This design comes from an exercise in tuning for small area, a short achievable clock period and few clock cycles per item on the open sky130 flow, not from production work.
In this exercise RTL edits were held to simulation tests only and were not proved equivalent to the original.
Power figures rest on the tool's default switching activity, not on a simulated workload.

`flow/config.mk`:
```
export PLATFORM = sky130hd
export DESIGN_NAME = mnet_codec
export DESIGN_NICKNAME = mnet_codec
export VERILOG_FILES = /design/flow/design.v
export SDC_FILE = /design/flow/constraint.sdc
export NUM_CORES = 4
export LEC_CHECK = 0
export ABC_CLOCK_PERIOD_IN_PS = 1700
export CAP_MARGIN = 20
export CORE_MARGIN = 2
export CORE_UTILIZATION = 40
export SETUP_SLACK_MARGIN = 2.8
export SLEW_MARGIN = 20
```
`flow/constraint.sdc`:
```
create_clock -name core_clock -period 4.5 [get_ports {clk}]
set_input_delay 0.9000 -clock core_clock [delete_from_list [all_inputs] [get_ports {clk}]]
set_output_delay 0.9000 -clock core_clock [all_outputs]
set_load 0.01 [all_outputs]
```
`flow/design.v`:
```
module mnet_crc_step (
    input  wire [15:0] crc_in,
    input  wire [7:0]  data,
    output reg  [15:0] crc_out
);
    integer i;
    always @(*) begin
        crc_out = crc_in ^ {data, 8'h00};
        for (i = 0; i < 8; i = i + 1) begin
            if (crc_out[15])
                crc_out = {crc_out[14:0], 1'b0} ^ 16'h1021;
            else
                crc_out = {crc_out[14:0], 1'b0};
        end
    end
endmodule
module mnet_tx (
    input  wire        clk,
    input  wire        rst,
    input  wire [47:0] key,
    input  wire [3:0]  klast,
    input  wire        hdr_valid,
    output wire        hdr_ready,
    input  wire [7:0]  hdr_dst,
    input  wire [7:0]  hdr_src,
    input  wire [15:0] hdr_type,
    input  wire [7:0]  hdr_len,
    input  wire        hdr_obf,
    input  wire        pl_valid,
    output wire        pl_ready,
    input  wire [7:0]  pl_data,
    output reg         line_valid,
    input  wire        line_ready,
    output reg  [7:0]  line_data
);
    localparam S_IDLE = 3'd0,
               S_SOH  = 3'd1,
               S_HDR  = 3'd2,
               S_PL   = 3'd3,
               S_CRCH = 3'd4,
               S_CRCL = 3'd5,
               S_EOT  = 3'd6;
    reg [2:0]  state;
    reg        idle;      
    reg [39:0] hsr;       
    reg [7:0]  cnt;       
    reg [2:0]  idx;       
    reg        obf;
    reg [15:0] crc;
    reg        esc;       
    reg        pv;        
    reg [5:0]  ki;        
    reg [7:0]  skid;
    reg        sv;
    reg        pl_rdy;
    wire [7:0] b = hsr[39:32];
    assign hdr_ready = idle;
    assign pl_ready  = pl_rdy;
    wire [7:0] key_byte = ({8{ki[0]}} & key[7:0])   | ({8{ki[1]}} & key[15:8]) |
                          ({8{ki[2]}} & key[23:16]) | ({8{ki[3]}} & key[31:24]) |
                          ({8{ki[4]}} & key[39:32]) | ({8{ki[5]}} & key[47:40]);
    wire ki_wrap = |(ki[5:2] & klast);
    wire hdr_take = idle && hdr_valid;
    wire pl_take  = pl_valid && pl_rdy;
    wire take     = line_valid && line_ready;
    wire st_hdr  = (state == S_HDR);
    wire st_pl   = (state == S_PL);
    wire st_crc  = (state == S_CRCH) || (state == S_CRCL);
    reg       has;
    reg [7:0] g;
    always @(*) begin
        has = 1'b1;
        g   = 8'h01;
        if (esc) begin
            g = 8'hFF;
        end else begin
            case (state)
                S_IDLE:  has = hdr_valid;
                S_SOH:   g = 8'h01;
                S_HDR:   g = b;
                S_PL:    begin has = pv; g = b; end
                S_CRCH,
                S_CRCL:  g = crc[15:8];
                default: g = 8'h04;
            endcase
        end
    end
    wire gen    = !sv && has;
    wire bgen   = gen && !esc && (st_hdr || st_pl);    
    wire is_ff  = st_crc ? (crc[15:8] == 8'hFF) : (b == 8'hFF);
    wire [15:0] crc_next;
    mnet_crc_step u_crc (.crc_in(crc), .data(b), .crc_out(crc_next));
    reg [2:0] state_n;
    reg [7:0] cnt_n;
    reg [2:0] idx_n;
    reg       esc_n, pv_n, sv_n;
    always @(*) begin
        state_n = state;
        cnt_n   = cnt;
        idx_n   = idx;
        esc_n   = esc;
        pv_n    = pv;
        sv_n    = sv;
        if (gen) begin
            esc_n = !esc && (st_hdr || st_pl || st_crc) && is_ff;
            if (!esc) begin
                case (state)
                    S_IDLE: state_n = S_HDR;
                    S_SOH:  state_n = S_HDR;
                    S_HDR:  begin
                                idx_n = idx + 3'd1;
                                if (idx[2]) state_n = (cnt == 8'd0) ? S_CRCH : S_PL;
                            end
                    S_PL:   begin
                                pv_n  = 1'b0;
                                cnt_n = cnt - 8'd1;
                                if (cnt == 8'd1) state_n = S_CRCH;
                            end
                    S_CRCH: state_n = S_CRCL;
                    S_CRCL: state_n = S_EOT;
                    default: state_n = S_IDLE;
                endcase
            end
        end else if (hdr_take) begin
            state_n = S_SOH;
        end
        if (hdr_take) begin
            idx_n = 3'd0;
            cnt_n = hdr_len;
        end
        if (pl_take)
            pv_n = 1'b1;
        if (take)
            sv_n = 1'b0;
        else if (line_valid && gen)
            sv_n = 1'b1;
    end
    wire b_sent_n = !esc_n && !sv_n;
    always @(posedge clk) begin
        if (rst) begin
            state      <= S_IDLE;
            idle       <= 1'b1;
            esc        <= 1'b0;
            pv         <= 1'b0;
            sv         <= 1'b0;
            line_valid <= 1'b0;
            pl_rdy     <= 1'b0;
        end else begin
            state      <= state_n;
            idle       <= (state_n == S_IDLE);
            esc        <= esc_n;
            pv         <= pv_n;
            sv         <= sv_n;
            line_valid <= (line_valid && !line_ready) || sv || gen;
            pl_rdy     <= (state_n == S_HDR) ? idx_n[2] && (cnt_n != 8'd0) && b_sent_n :
                          (state_n == S_PL)  ? (pv_n ? (cnt_n > 8'd1) && b_sent_n : (cnt_n != 8'd0)) :
                          1'b0;
        end
    end
    wire [7:0] chain = st_pl ? b : 8'h00;
    always @(posedge clk) begin
        if (hdr_take) begin
            hsr <= {hdr_dst, hdr_src, hdr_type, hdr_len};
            obf <= hdr_obf && (klast != 4'd0);
            crc <= 16'h0000;
            ki  <= 6'd1;
        end else begin
            if (pl_take)
                hsr[39:32] <= obf ? (pl_data ^ key_byte ^ chain) : pl_data;
            else if (bgen && st_hdr)
                hsr[39:32] <= hsr[31:24];
            if (bgen && st_hdr)
                hsr[31:0] <= {hsr[23:0], 8'h00};
            if (bgen)
                crc <= crc_next;
            else if (gen && !esc && state == S_CRCH)
                crc <= {crc[7:0], 8'h00};
            if (pl_take)
                ki <= ki_wrap ? 6'd1 : {ki[4:0], 1'b0};
        end
        idx <= idx_n;
        cnt <= cnt_n;
        if (!line_valid || take)
            line_data <= sv ? skid : g;
        if (line_valid && !take && gen)
            skid <= g;
    end
endmodule
module mnet_rx (
    input  wire        clk,
    input  wire        rst,
    input  wire [47:0] key,
    input  wire [3:0]  klast,
    input  wire        line_valid,
    input  wire [7:0]  line_data,
    input  wire        obf_in,
    output reg         out_valid,
    output reg  [7:0]  out_data,
    output reg         out_end,
    output wire [7:0]  out_status
);
    localparam P_HUNT = 3'd0,
               P_HDR  = 3'd1,    
               P_PAY  = 3'd2,    
               P_CRC  = 3'd3,    
               P_TERM = 3'd4;
    reg        iv;
    reg [7:0]  id;
    reg        io;
    reg [2:0]  phase;
    reg        esc;
    reg [7:0]  cnt;
    reg [15:0] crc;
    reg        obf;
    reg [7:0]  prev;
    reg [5:0]  ki;        
    reg        st_bad;    
    reg        st_crc;
    assign out_status = {6'd0, st_bad, st_crc};
    wire [7:0] key_byte = ({8{ki[0]}} & key[7:0])   | ({8{ki[1]}} & key[15:8]) |
                          ({8{ki[2]}} & key[23:16]) | ({8{ki[3]}} & key[31:24]) |
                          ({8{ki[4]}} & key[39:32]) | ({8{ki[5]}} & key[47:40]);
    wire ki_wrap = |(ki[5:2] & klast);
    wire [15:0] crc_next;
    mnet_crc_step u_crc (.crc_in(crc), .data(id), .crc_out(crc_next));
    wire is_ff   = (id == 8'hFF);
    wire hunt    = (phase == P_HUNT);
    wire term    = (phase == P_TERM);
    wire pay     = (phase == P_PAY);
    wire body    = !hunt && !term;
    wire acc     = iv && body && (esc ? is_ff : !is_ff);
    wire eot_ok  = (id == 8'h04);
    wire crc_ok  = (crc == 16'h0000);
    always @(posedge clk) begin
        if (rst) begin
            iv        <= 1'b0;
            phase     <= P_HUNT;
            out_valid <= 1'b0;
            out_end   <= 1'b0;
        end else begin
            iv        <= line_valid;
            out_valid <= acc;
            out_end   <= iv && (term || (body && esc && !is_ff));
            if (iv) begin
                if (hunt) begin
                    if (id == 8'h01)
                        phase <= P_HDR;
                end else if (term) begin
                    phase <= P_HUNT;
                end else if (esc && !is_ff) begin
                    phase <= P_HUNT;
                end else if (acc) begin
                    case (phase)
                        P_HDR: if (cnt[2])
                                   phase <= (id == 8'd0) ? P_CRC : P_PAY;
                        P_PAY: if (cnt == 8'd1)
                                   phase <= P_CRC;
                        default: if (cnt[0])
                                   phase <= P_TERM;
                    endcase
                end
            end
        end
    end
    always @(posedge clk) begin
        id       <= line_data;
        io       <= obf_in;
        out_data <= (pay && obf) ? (id ^ key_byte ^ prev) : id;
        st_bad   <= !(term && eot_ok && crc_ok);
        st_crc   <= term && eot_ok && !crc_ok;
        if (hunt) begin
            esc  <= 1'b0;
            cnt  <= 8'd0;
            crc  <= 16'h0000;
            obf  <= io && (klast != 4'd0);
            prev <= 8'h00;
            ki   <= 6'd1;
        end else if (iv) begin
            esc <= !esc && is_ff;
            if (acc) begin
                crc <= crc_next;
                case (phase)
                    P_HDR: cnt <= cnt[2] ? id : cnt + 8'd1;
                    P_PAY: begin
                        cnt  <= cnt - 8'd1;
                        prev <= id;
                        ki   <= ki_wrap ? 6'd1 : {ki[4:0], 1'b0};
                    end
                    default: cnt <= cnt + 8'd1;
                endcase
            end
        end
    end
endmodule
module mnet_codec (
    input  wire        clk,
    input  wire        rst,
    input  wire        key_wr,
    input  wire [2:0]  key_len,
    input  wire [47:0] key_data,
    input  wire        tx_hdr_valid,
    output wire        tx_hdr_ready,
    input  wire [7:0]  tx_dst,
    input  wire [7:0]  tx_src,
    input  wire [15:0] tx_type,
    input  wire [7:0]  tx_len,
    input  wire        tx_obf,
    input  wire        tx_pl_valid,
    output wire        tx_pl_ready,
    input  wire [7:0]  tx_pl_data,
    output wire        line_tx_valid,
    input  wire        line_tx_ready,
    output wire [7:0]  line_tx_data,
    input  wire        line_rx_valid,
    input  wire [7:0]  line_rx_data,
    input  wire        rx_obf,
    output wire        rx_valid,
    output wire [7:0]  rx_data,
    output wire        rx_end,
    output wire [7:0]  rx_status
);
    reg [47:0] key;
    reg [3:0]  klast;
    wire key_ok = key_wr && (key_len[2] ? (key_len[1:0] != 2'd3) : (key_len[1:0] == 2'd3));
    always @(posedge clk) begin
        if (rst)
            klast <= 4'd0;
        else if (key_ok)
            klast <= {key_len == 3'd6, key_len == 3'd5, key_len == 3'd4, key_len == 3'd3};
    end
    always @(posedge clk) begin
        if (key_ok)
            key <= key_data;
    end
    mnet_tx u_tx (
        .clk       (clk),
        .rst       (rst),
        .key       (key),
        .klast     (klast),
        .hdr_valid (tx_hdr_valid),
        .hdr_ready (tx_hdr_ready),
        .hdr_dst   (tx_dst),
        .hdr_src   (tx_src),
        .hdr_type  (tx_type),
        .hdr_len   (tx_len),
        .hdr_obf   (tx_obf),
        .pl_valid  (tx_pl_valid),
        .pl_ready  (tx_pl_ready),
        .pl_data   (tx_pl_data),
        .line_valid(line_tx_valid),
        .line_ready(line_tx_ready),
        .line_data (line_tx_data)
    );
    mnet_rx u_rx (
        .clk       (clk),
        .rst       (rst),
        .key       (key),
        .klast     (klast),
        .line_valid(line_rx_valid),
        .line_data (line_rx_data),
        .obf_in    (rx_obf),
        .out_valid (rx_valid),
        .out_data  (rx_data),
        .out_end   (rx_end),
        .out_status(rx_status)
    );
endmodule
```
`flow/run.sh`:
```
#!/bin/bash
# synth_recipe.tcl (not shown) runs the flow's synth.tcl, then flattens the netlist and writes it again
# the make line also repeats each setting of config.mk as NAME=value (left out here)
make -C /OpenROAD-flow-scripts/flow DESIGN_CONFIG=/design/flow/config.mk WORK_HOME=/design/flow/orfs CLKGATE_MAP_FILE= SYNTH_SCRIPT=/design/flow/synth_recipe.tcl finish
```
==> key figures, run 1 <==
Worst setup path
  – CP arrival: roughly 2.7 ns
  – Reg2reg path depth: 8
  – Origin of the worst setup path: u_tx.state[1]$_SDFF_PP0_
  – Critical path buffer and inverter count: 2
  – Critical path required time: 4.91 ns
  – Reg2reg start: u_tx.state[1]$_SDFF_PP0_
  – Critical Path, Cell by Cell: buf_8 > or4b_4 > buf_6 > o311a_1 > a211oi_2 > o211ai_1 > nor4_2 > a211oi_1
  – Reg-to-reg endpoint: u_tx.pl_rdy$_SDFF_PP0_
  – CP Launch Type: register
  – Max incr delay on CP: 0.55 ns
  – CP max stage cell: or4b_4
  – Delay-heaviest family, CP: compound AO/OA/AOI/OAI gates
  – Worst reg-to-reg setup slack: 2.26 ns
  – CP endpoint kind: register
  – Maximum fanout along the worst path: 6
  – Crit path kind: register to register

Timing
  – Unrepaired setup endpoints after global routing: true
  – Highest clock rate: around 0.45 GHz
  – Skew final: roughly 0.026 ns
  – Period utilization: 0.4974
  – Tightest Pin Transition: between 0.8 and 0.9 ns
  – Max-slew headroom: 0.4200
  – Slew Limit Fails: 0
  – Setup TNS: 0 ns
  – Count of final hold-check violations: 0
  – Final setup fails: 0
  – Fin crit period: approximately 2.2 ns

Yosys
  – Ranking of synthesized cells by area: edfxtp_1, dfxtp_1, nand2_1
  – Async S/R FF share, synth: 0
  – Mapped Avg Cell Area: between 9 and 10 um^2
  – Seq/Total Area, Yosys: 0.5250
  – Ys flop type: dfxtp_1
  – Area leader, netlist: edfxtp_1
  – Synth unique cells: 68
  – Yosys reg bits: between 200 and 250
  – Cells after Synth: 1040
  – Post-synth EDFFs: between 100 and 150
  – Ys Warns: 4
  – Post-Syn Area: between 10000 and 15000 um^2
  – Top cell type's share of synthesized area: 0.3103

Clock tree
  – Max Buffers Root-to-Sink: 3
  – CTS buffer count: 24
  – Total clock sinks: between 200 and 250
  – # H-tree levels: 1
  – CTS tree: yes
  – Clock Root Buffer: clkbuf_16
  – Clock-pin slew on the worst setup and hold paths: approximately 0.06 ns
  – Clock latency on the worst-skew pair: about 0.53 ns

Power and ir drop
  – Int Power: around 0.0050 W
  – Clock Power Share: 0.260
  – Net Switching: roughly 0.0024 W
  – Leak: 5.468 nW
  – Sequential share of power: 0.391
  – Pwr dens: 499.7 nW/um^2
  – Worst vdd ir: roughly 0.29 mV
  – Switch share: 0.3306
  – Comb pwr share: 0.350

Finish
  – Antenna cells: 0
  – Most common cell after layout, fill and taps aside: nand2_1
  – Fin area: 14820 um^2
  – Commonest cells after routing, fill and taps aside: nand2_1, clkdlybuf4s50_1, edfxtp_1
  – Share of post-route cells with drive strength above 1: 0.2994
  – Nets: ~1400
  – Synth-to-Final Area Change: 44.49%
  – Final cell utilization of the core: 0.5885

Global routing
  – GRT Util Overall: 0.2223
  – Global route overflow: 0
  – Antenna violations before repair: 1
  – First-pass GRT wire length: about 47000 um
  – Vias in the first global route: 8364
  – Largest net degree at the start of global routing: 49

Placed design
  – Port Buffers: 138
  – Placed inst area: between 10000 and 15000 um^2
  – Placer congestion estimate: between 0.8 and 0.9
  – Hpwl dp: roughly 19000 um

Floorplan
  – Cell Rows: between 50 and 60
  – Initial Util: 0.4073
  – Placeable Area: 25180 um^2
  – Die Wd: between 150 and 200 um
  – Die Ht: 164.1 um
  – Die ar.: between 20000 and 30000 um^2
  – # IOs: about 150

Detailed routing
  – Detailed Routing Iterations Pass 1: 5
  – Final WL: 31400 um
  – Residual DRC: 0
  – WL/cell: 19.68 um
  – Initial DRC count: about 600
  – DRT antenna net count: 0
  – Vias per inst: 5.552
  – Via count: between 8000 and 9000

Job
  – Max_cap viols: 0

Hold path
  – Hold WC Path Type: register to register
  – Hold_sp: u_rx.prev[4]$_SDFFE_PP0P_
  – Worst Hold Path EP: u_rx.prev[4]$_SDFFE_PP0P_
  – Worst Hold Path Cells: 2

Run status
  – Status: timing/DRC/antenna clean
-- tightest hold or removal path, delay by kind of cell, from the launching register on --
family           cells  cell delay (ns)
flip-flops           1             0.31
AND/OR/NAND/NOR      1             0.07
AO/OA/AOI/OAI        1             0.05
-- repair_timing --
action	CTS	global route
gates cloned	10	3
hold buffers	0	0
resized for setup	253	140
endpoints found under the setup margin	273	220
buffers inserted	72	33
pin swaps	59	94
-- cell usage after synthesis (all sizes together) (8+ instances only) --
| cell | n |
|---|---|
| mux2 | 8 |
| nand4 | 13 |
| ha | 10 |
| edfxtp | 106 |
| nand3b | 13 |
| nand4b | 10 |
| inv | 23 |
| nand2b | 9 |
| o21ai | 35 |
| nor4 | 9 |
| a21oi | 43 |
| a31oi | 14 |
| clkbuf | 53 |
| a221o | 9 |
| a22oi | 67 |
| buf | 30 |
| and3 | 12 |
| dfxtp | 110 |
| xor2 | 33 |
| xnor2 | 45 |
| nand3 | 19 |
| a211oi | 20 |
| nor3 | 23 |
| nand2 | 141 |
| or3 | 9 |
| nor2 | 92 |
-- registers in the layout, indices dropped and copies added, names as in the netlist, 16 cells and up --
signal    cells
key          48
u_rx.crc     16
u_tx.crc     16
u_tx.hsr     40
-- worst max-delay path by stage --
| stage | depth (start not counted) | to | slack (ns) |
|---|---|---|---|
| global route | 8 | u_tx.pl_rdy$_SDFF_PP0_ | 2.18 |
| detailed placement | 8 | u_tx.pl_rdy$_SDFF_PP0_ | 1.01 |
| finish | 8 | u_tx.pl_rdy$_SDFF_PP0_ | 2.26 |
| global placement | 8 | u_tx.pl_rdy$_SDFF_PP0_ | 1.04 |
| floorplan | 5 | key[0]$_DFFE_PP_ | 1.91 |
| CTS | 8 | u_tx.pl_rdy$_SDFF_PP0_ | 2.31 |
-- metal layers --
layer | up-vias | GRT usage | part of all wire
li1 | 4205 | - | -
met3 | 43 | 0.03586 | 0.064
met1 | 4262 | 0.3203 | 0.45
met2 | 351 | 0.3496 | 0.46
met4 | 0 | 0.05383 | 0.018
met5 | - | 0 | 0
-- cell families after synthesis --
| group | synth area share |
|---|---|
| compound gates | 0.1620 |
| xor+xnor | 0.06660 |
| fa+ha+maj | 0.01317 |
| buf+inv | 0.04330 |
| flops | 0.5250 |
| mux | 0.01464 |
| other cells | 0.0003656 |
| simple gates | 0.1749 |
-- final cells by class --
type / count / area [um^2]
fill: 2037 / 10360
timing repair buffer: 258 / 2689
clock buffer: 28 / 635.6
tap: 330 / 412.9
timing repair inverter: 1 / 7.507
inverter: 23 / 110.1
clock inverter: 13 / 130.1
sequential: 216 / 5464
multi-input combinational: 727 / 5371
-- power by group through the flow --
stage          Clock, W  Sequential [W]  Combinational [W]
3_3_place_gp          0         0.00295            0.00179
4_1_cts         0.00196         0.00288            0.00223
2_1_floorplan         0         0.00281            0.00146
5_1_grt         0.00204         0.00293            0.00278
6_report        0.00192         0.00289            0.00259
3_5_place_dp          0         0.00296            0.00181
-- through the flow --
stage	hold WS [ns]	std cells	power, W	worst slack, ns
detailed placement	0.4622	1437	0.004767	1.012
CTS	0.4705	1560	0.007071	2.313
floorplan	0.4488	1045	0.004264	1.914
global route	0.4882	1596	0.007760	2.184
global placement	0.4551	1437	0.004745	1.039
finish	0.4745	1596	0.007406	2.262
Testbench counts, summed over its fixed seeds: cycles 27,589, items 384.
==> run 2, diff against run 1 <==
--- a/flow/config.mk
+++ b/flow/config.mk
@@ -5,9 +5,9 @@
 export SDC_FILE = /design/flow/constraint.sdc
 export NUM_CORES = 4
 export LEC_CHECK = 0
-export ABC_CLOCK_PERIOD_IN_PS = 1700
+export ABC_CLOCK_PERIOD_IN_PS = 2000
 export CAP_MARGIN = 20
 export CORE_MARGIN = 2
 export CORE_UTILIZATION = 40
-export SETUP_SLACK_MARGIN = 2.8
+export SETUP_SLACK_MARGIN = 2.5
 export SLEW_MARGIN = 20
==> key figures, run 2 <==
Worst setup path
  – Critical Path Sink: u_tx.pl_rdy$_SDFF_PP0_
  – Origin of the worst setup path: u_tx.state[1]$_SDFF_PP0_
  – Reg2reg start: u_tx.state[1]$_SDFF_PP0_
  – CP endpoint kind: register
  – Crit path kind: register to register
  – Reg-to-reg endpoint: u_tx.pl_rdy$_SDFF_PP0_
  – Worst reg-to-reg setup slack: 2.17 ns
  – Reg2reg path depth: 10
  – Critical path required time: 4.91 ns
  – Maximum fanout along the worst path: 4
  – CP Launch Type: register
  – CP arrival: 2.74 ns

Detailed routing
  – Vias per inst: 5.581
  – Residual DRC: 0
  – DRT antenna net count: 0
  – Detailed Routing Iterations Pass 1: 5
  – Final WL: approximately 30000 um
  – WL/cell: around 19 um
  – Initial DRC count: about 570
  – Via count: about 8700

Clock tree
  – # H-tree levels: 1
  – CTS tree: yes
  – Post-CTS Hold Buffers: 0
  – Clock latency on the worst-skew pair: ~0.55 ns
  – CTS buffer count: 26
  – Clock-pin slew on the worst setup and hold paths: roughly 0.060 ns
  – Total clock sinks: roughly 220
  – Max Buffers Root-to-Sink: 3
  – Clock Root Buffer: clkbuf_16

Finish
  – Fill cells: between 2000 and 2500
  – Largest Register: key
  – Synth-to-Final Area Change: 37.14%
  – Commonest cells after routing, fill and taps aside: nand2_1, clkdlybuf4s50_1, edfxtp_1
  – Nets: 1336
  – Max FFs per register: 48
  – Final cell utilization of the core: 0.5586
  – Antenna cells: 0
  – Most common cell after layout, fill and taps aside: nand2_1
  – Share of post-route cells with drive strength above 1: 0.2301
  – Top Registers: key x48, u_tx.hsr x40

Yosys
  – Cells after Synth: about 1000
  – Top cell type's share of synthesized area: 0.3103
  – Yosys reg bits: ~220
  – Ranking of synthesized cells by area: edfxtp_1, dfxtp_1, nand2_1
  – Simple-gate share of the synthesized area: 0.1749
  – XOR/XNOR Fraction of Synth Area: 0.06660
  – Area share of fa/ha/maj cells after synthesis: 0.01317
  – Async S/R FF share, synth: 0
  – Largest family of logic cells by synthesized area: simple AND/OR/NAND/NOR gates
  – Synth unique cells: 68
  – Most common cell in the netlist: nand2_1
  – Seq/Total Area, Yosys: 0.5250
  – Mapped Avg Cell Area: 9.863 um^2
  – Synth top cells by count: nand2_1, dfxtp_1, edfxtp_1, nor2_1, a22oi_1
  – Area leader, netlist: edfxtp_1
  – Mux cell area share after synthesis: 0.01464
  – Area fraction in compound gates after synthesis: 0.1620
  – Ys Warns: 4
  – Ys flop type: dfxtp_1
  – Post-Syn Area: ~10000 um^2
  – Post-synth EDFFs: between 100 and 150

Floorplan
  – Initial Util: 0.4073
  – Cell Rows: 58
  – Die ar.: around 27000 um^2
  – Die Ht: about 160 um
  – Placeable Area: approximately 25000 um^2
  – # IOs: around 150
  – Die Wd: between 150 and 200 um

Timing
  – Setup TNS: 0 ns
  – Skew final: roughly 0.027 ns
  – Fin crit period: between 2 and 2.5 ns
  – Count of final hold-check violations: 0
  – Hold WS: 0.4739 ns
  – Max-slew headroom: 0.4237
  – Highest clock rate: around 0.43 GHz
  – Unrepaired setup endpoints after global routing: true
  – Period utilization: 0.5184
  – Slew Limit Fails: 0
  – Final setup fails: 0
  – Tightest Pin Transition: ~0.86 ns

Placed design
  – Placer congestion estimate: 0.8399
  – Port Buffers: roughly 140
  – Hpwl dp: roughly 19000 um

Global routing
  – Global route overflow: 0
  – Vias in the first global route: between 8000 and 9000
  – First-pass GRT wire length: approximately 45000 um
  – Antenna violations before repair: 0
  – Largest net degree at the start of global routing: 48
  – GRT Util Overall: 0.2159

Power and ir drop
  – Leak: 5.129 nW
  – Pwr dens: approximately 520 nW/um^2
  – Final Power: between 0.007 and 0.008 W
  – Worst vdd ir: between 0.2 and 0.3 mV

Job
  – Max_cap viols: 0

Run status
  – Status: timing/DRC/antenna clean

Hold path
  – Hold WC Path Type: register to register
[run 2: cell counts after synthesis]
No cell type changed its count.
[run 2: critical path: stages (launching register included)]
cell and delay [ns]:
dfxtp_4 0.35, buf_8 0.10, or4b_4 0.50, buf_12 0.16
buf_8 0.11, buf_6 0.12, o21a_1 0.16, o22a_2 0.23
a2111oi_4 0.31, a21o_1 0.13, a211oi_2 0.06
[run 2: what timing repair did]
action / 4_1_cts / 5_1_grt
setup buffers: 50 / 17
setup endpoints to repair: 255 / 81
gates resized for setup: 148 / 87
pin swaps: 34 / 48
gates cloned: 5 / 3
[run 2: cell type report]
type	instances	area (um^2)	share of cell area
tap	330	412.9	0.02935
timing repair buffer	216	2085	0.1482
sequential	216	5448	0.3873
clock inverter	15	224.0	0.01592
multi-input combinational	727	5071	0.3605
inverter	23	98.84	0.007027
clock buffer	33	728.2	0.05177
[run 2: logic make-up (layout without fill, tap and decap cells)]
group                    Yosys count  after routing
XOR/XNOR                          78             78
buffers and inverters            106            287
flip-flops                       216            216
multiplexers                      14             14
AND/OR/NAND/NOR                  376            379
other                              1              6
AO/OA/AOI/OAI                    238            239
adder cells (fa/ha/maj)           11             11
[run 2: stage by stage]
stage                     area [um^2]  setup slack, ns  cells
final                           14070            2.167   1560
after global routing            14070            2.080   1560
after CTS                       13660            2.178   1540
after detailed placement        12030           0.9661   1437
after global placement          12010           0.9618   1436
after floorplan                 10670            1.914   1045
[run 2: power breakdown]
part	internal (W)	switching, W	leakage (nW)
Combinational	0.000979	0.00120	2.73
Sequential	0.00257	0.000295	1.94
Clock	0.00144	0.000855	0.464
[run 2: metal layers]
layer | vias to the layer above | routed length (um) | GRT usage
li1 | 4127 | - | -
met1 | 4149 | 12590 | 0.2834
met2 | 372 | 14200 | 0.3556
met3 | 58 | 2380 | 0.04495
met4 | 0 | 851 | 0.07057
met5 | - | 0 | 0
[run 2: how the worst min path moves through the flow]
stage	slack, ns	start	cells after the start	to
after floorplan	0.45	u_rx.prev[0]$_SDFFE_PP0P_	2	u_rx.prev[0]$_SDFFE_PP0P_
after global placement	0.45	u_rx.prev[5]$_SDFFE_PP0P_	2	u_rx.prev[5]$_SDFFE_PP0P_
after detailed placement	0.46	u_rx.prev[6]$_SDFFE_PP0P_	2	u_rx.prev[6]$_SDFFE_PP0P_
after CTS	0.47	u_rx.prev[6]$_SDFFE_PP0P_	2	u_rx.prev[6]$_SDFFE_PP0P_
after global routing	0.49	u_rx.prev[4]$_SDFFE_PP0P_	2	u_rx.prev[4]$_SDFFE_PP0P_
final	0.47	u_rx.prev[5]$_SDFFE_PP0P_	2	u_rx.prev[5]$_SDFFE_PP0P_
==> run 3, diff against run 2 <==
==> flow/flow/run.sh (new file) <==
#!/bin/bash
# The standard layout, with plain buf_1 cells as the port buffers (the
# standard flow picks a delay buffer); ORFS's repair resizes them as needed.
set -euo pipefail
export BUFFER_PORTS_ARGS="-buffer_cell sky130_fd_sc_hd__buf_1"
bash standard.sh > standard.log 2>&1
==> flow/standard.sh (new file) <==
#!/bin/bash
# synth_recipe.tcl (not shown) runs the flow's synth.tcl, then flattens the netlist and writes it again
# the make line also repeats each setting of config.mk as NAME=value (left out here)
make -C /OpenROAD-flow-scripts/flow DESIGN_CONFIG=/design/flow/config.mk WORK_HOME=/design/flow/orfs CLKGATE_MAP_FILE= SYNTH_SCRIPT=/design/flow/synth_recipe.tcl "${@:-finish}"
removed: flow/run.sh
==> key figures, run 3 <==
Clock tree
  – Max Buffers Root-to-Sink: 3
  – CTS buffer count: 25
  – Post-CTS Hold Buffers: 0
  – Clock latency on the worst-skew pair: 0.54 ns
  – Clock Root Buffer: clkbuf_16
  – Total clock sinks: approximately 220
  – # H-tree levels: 1
  – Clock-pin slew on the worst setup and hold paths: approximately 0.060 ns
  – CTS tree: yes

Detailed routing
  – Detailed Routing Iterations Pass 1: 5
  – Initial DRC count: approximately 730
  – Final WL: ~29000 um
  – Via count: ~8500
  – WL/cell: around 19 um
  – Residual DRC: 0
  – DRT antenna net count: 0
  – Vias per inst: 5.520

Worst setup path
  – Critical Path, Cell by Cell: or2_2 > or3_1 > o311a_1 > a211o_1 > nor4_2 > a211oi_1
  – Maximum fanout along the worst path: 17
  – Max incr delay on CP: slightly above 0.4 ns
  – Critical path buffer and inverter count: 0
  – CP Launch Type: register
  – CP arrival: about 2.7 ns
  – Delay-heaviest family, CP: simple AND/OR/NAND/NOR gates
  – CP endpoint kind: register
  – CP max stage cell: dfxtp_4
  – Crit path kind: register to register
  – Critical path required time: between 4 and 5 ns
  – Worst reg-to-reg setup slack: 2.22 ns

Run status
  – Status: timing/DRC/antenna clean

Global routing
  – First-pass GRT wire length: between 40000 and 50000 um
  – Vias in the first global route: 8013
  – Global route overflow: 0
  – Largest net degree at the start of global routing: 48
  – Antenna violations before repair: 0
  – GRT Util Overall: 0.2113

Timing
  – Highest clock rate: 0.4380 GHz
  – Period utilization: 0.5073
  – Skew final: approximately 0.013 ns
  – Tightest Pin Transition: slightly above 0.6 ns
  – Slew Limit Fails: 0
  – Unrepaired setup endpoints after global routing: true
  – Max-slew headroom: 0.5952
  – Fin crit period: around 2.3 ns
  – Hold WS: between 0.4 and 0.5 ns
  – Count of final hold-check violations: 0
  – Final setup fails: 0
  – Setup TNS: 0 ns

Yosys
  – Ys flop type: dfxtp_1
  – Post-synth EDFFs: approximately 110
  – Most common cell in the netlist: nand2_1
  – Cells after Synth: ~1000
  – Post-Syn Area: 10260 um^2
  – Ranking of synthesized cells by area: edfxtp_1, dfxtp_1, nand2_1
  – Synth unique cells: 68
  – Yosys reg bits: between 200 and 250
  – Mapped Avg Cell Area: a little under 10 um^2
  – Synth top cells by count: nand2_1, dfxtp_1, edfxtp_1, nor2_1, a22oi_1
  – Seq/Total Area, Yosys: 0.5250
  – Async S/R FF share, synth: 0
  – Top cell type's share of synthesized area: 0.3103
  – Ys Warns: 4
  – Area leader, netlist: edfxtp_1

Finish
  – Multi-input combinational cell area: between 4000 and 5000 um^2
  – Most common cell after layout, fill and taps aside: buf_1
  – Commonest cells after routing, fill and taps aside: buf_1, nand2_1, edfxtp_1
  – Post-route insts no fill: about 1500
  – Final cell utilization of the core: 0.5137
  – Reg area: approximately 5400 um^2
  – Largest Register: key
  – Share of post-route cells with drive strength above 1: 0.1787
  – Top Registers: key x48, u_tx.hsr x40
  – Max FFs per register: 48
  – Fill cells: about 2300
  – Synth-to-Final Area Change: 26.10%
  – Nets: around 1300
  – Fin area: approximately 13000 um^2

Placed design
  – Hpwl dp: ~19000 um
  – Placer congestion estimate: 0.8583
  – Port Buffers: 138
  – Placed inst area: ~11000 um^2
  – Inst Count DP: roughly 1400

Floorplan
  – Cell Rows: 58
  – Die ar.: 26940 um^2
  – Placeable Area: roughly 25000 um^2
  – Initial Util: 0.4073
  – # IOs: roughly 150
  – Die Wd: around 160 um
  – Die Ht: 164.1 um

Power and ir drop
  – Pwr dens: 539.6 nW/um^2
  – Leak: 4.569 nW
  – Worst vdd ir: around 0.33 mV

Hold path
  – Hold WC Path Type: input pin to register

Job
  – Max_cap viols: 0
[run 3: cell types whose count changed in the layout (fill, tap and decap cells not counted), sizes merged, moves of 3 or more]
cell / previous run / this run
buf: 87 / 199
bufbuf: 3 / 0
bufinv: 5 / 0
clkbuf: 43 / 39
clkdlybuf4s50: 111 / 0
dlygate4sd2: 3 / 0
[run 3: worst register-to-register path, cell delays in order (launching register included)]
cell	delay [ns]
dfxtp_4	0.41
or2_2	0.40
or3_1	0.39
o311a_1	0.30
a211o_1	0.26
nor4_2	0.30
a211oi_1	0.11
[run 3: per-stage QoR]
stage | worst slack (ns) | total power, W
after CTS | 2.120 | 0.006867
after floorplan | 1.914 | 0.004180
after global routing | 2.116 | 0.007352
final | 2.217 | 0.006979
after detailed placement | 1.360 | 0.004609
after global placement | 1.412 | 0.004587
[run 3: final cells by class]
type	count	area share
Clock inverter	8	0.004837
Antenna cell	1	0.0001935
Sequential cell	216	0.4210
Clock buffer	38	0.06036
Tap cell	330	0.03192
Multi-Input combinational cell	725	0.3839
Timing Repair inverter	4	0.002322
Timing Repair Buffer	200	0.08822
Inverter	23	0.007255
[run 3: metal layers]
layer,part of all wire,GRT usage,vias to the layer above
li1,-,-,4086
met1,0.44,0.2972,4075
met2,0.47,0.3383,313
met3,0.067,0.03232,55
met4,0.021,0.05861,0
met5,0,0,-
[run 3: cells by family after synthesis]
| group | count (synthesis) | share of synthesized area |
|---|---|---|
| flip-flops | 216 | 0.5250 |
| multiplexers | 14 | 0.01464 |
| AO/OA/AOI/OAI | 238 | 0.1620 |
| other | 1 | 0.0003656 |
| XOR/XNOR | 78 | 0.06660 |
| buffers and inverters | 106 | 0.04330 |
| adder cells (fa/ha/maj) | 11 | 0.01317 |
| AND/OR/NAND/NOR | 376 | 0.1749 |
[run 3: final timing paths]
path / start / endpoint / cells after the start
hold reg to reg: u_rx.prev[7]$_SDFFE_PP0P_ / u_rx.prev[7]$_SDFFE_PP0P_ / 2
hold / removal: line_rx_data[2] / u_rx.id[2]$_DFF_P_ / 1
setup / recovery: u_tx.esc$_SDFF_PP0_ / u_tx.pl_rdy$_SDFF_PP0_ / 6
setup reg to reg: u_tx.esc$_SDFF_PP0_ / u_tx.pl_rdy$_SDFF_PP0_ / 6
[run 3: timing repair]
item / 4_1_cts / 5_1_grt
gates resized for setup: 71 / 40
setup buffers: 41 / 14
cloned: 5 / 2
pin swaps: 25 / 38
endpoints found under the setup margin: 199 / 126
[run 3: power by group]
group	internal, W	switching [W]
Sequential	0.00257	0.000336
Combinational	0.000874	0.00115
Clock	0.00121	0.000834

-- what the ideal ports hide --
No port has a modelled driver above. Below, the same layouts with a new extraction and two added sets of constraints.
Step 1: set_driving_cell puts a clkbuf_16 on clk and a buf_2 on each other input, an assumption about the parent block.
Step 2 adds t to the input delays and takes it off the output delays; t is the mean of the earliest and latest rising clock arrival at the registers after step 1. Input paths then give back, and output paths get back, about the clock's delay inside the block.
a / b / c = no drivers / after step 1 / after step 2; a / b = the first two.
| run | shift t [ns] | slack for setup (ns) | worst setup path after step 2 |
|---|---|---|---|
| run 1 | 0.565 | 2.262 / 2.262 / 1.835 | input to register |
| run 2 | 0.583 | 2.167 / 2.167 / 1.648 | input to register |
| run 3 | 0.577 | 2.217 / 2.217 / 1.702 | input to register |
After both steps setup and hold are still met in every run listed. For run 2, which loses most, drivers alone change the setup slack by 0.000 ns; drivers and shift together by -0.519 ns.
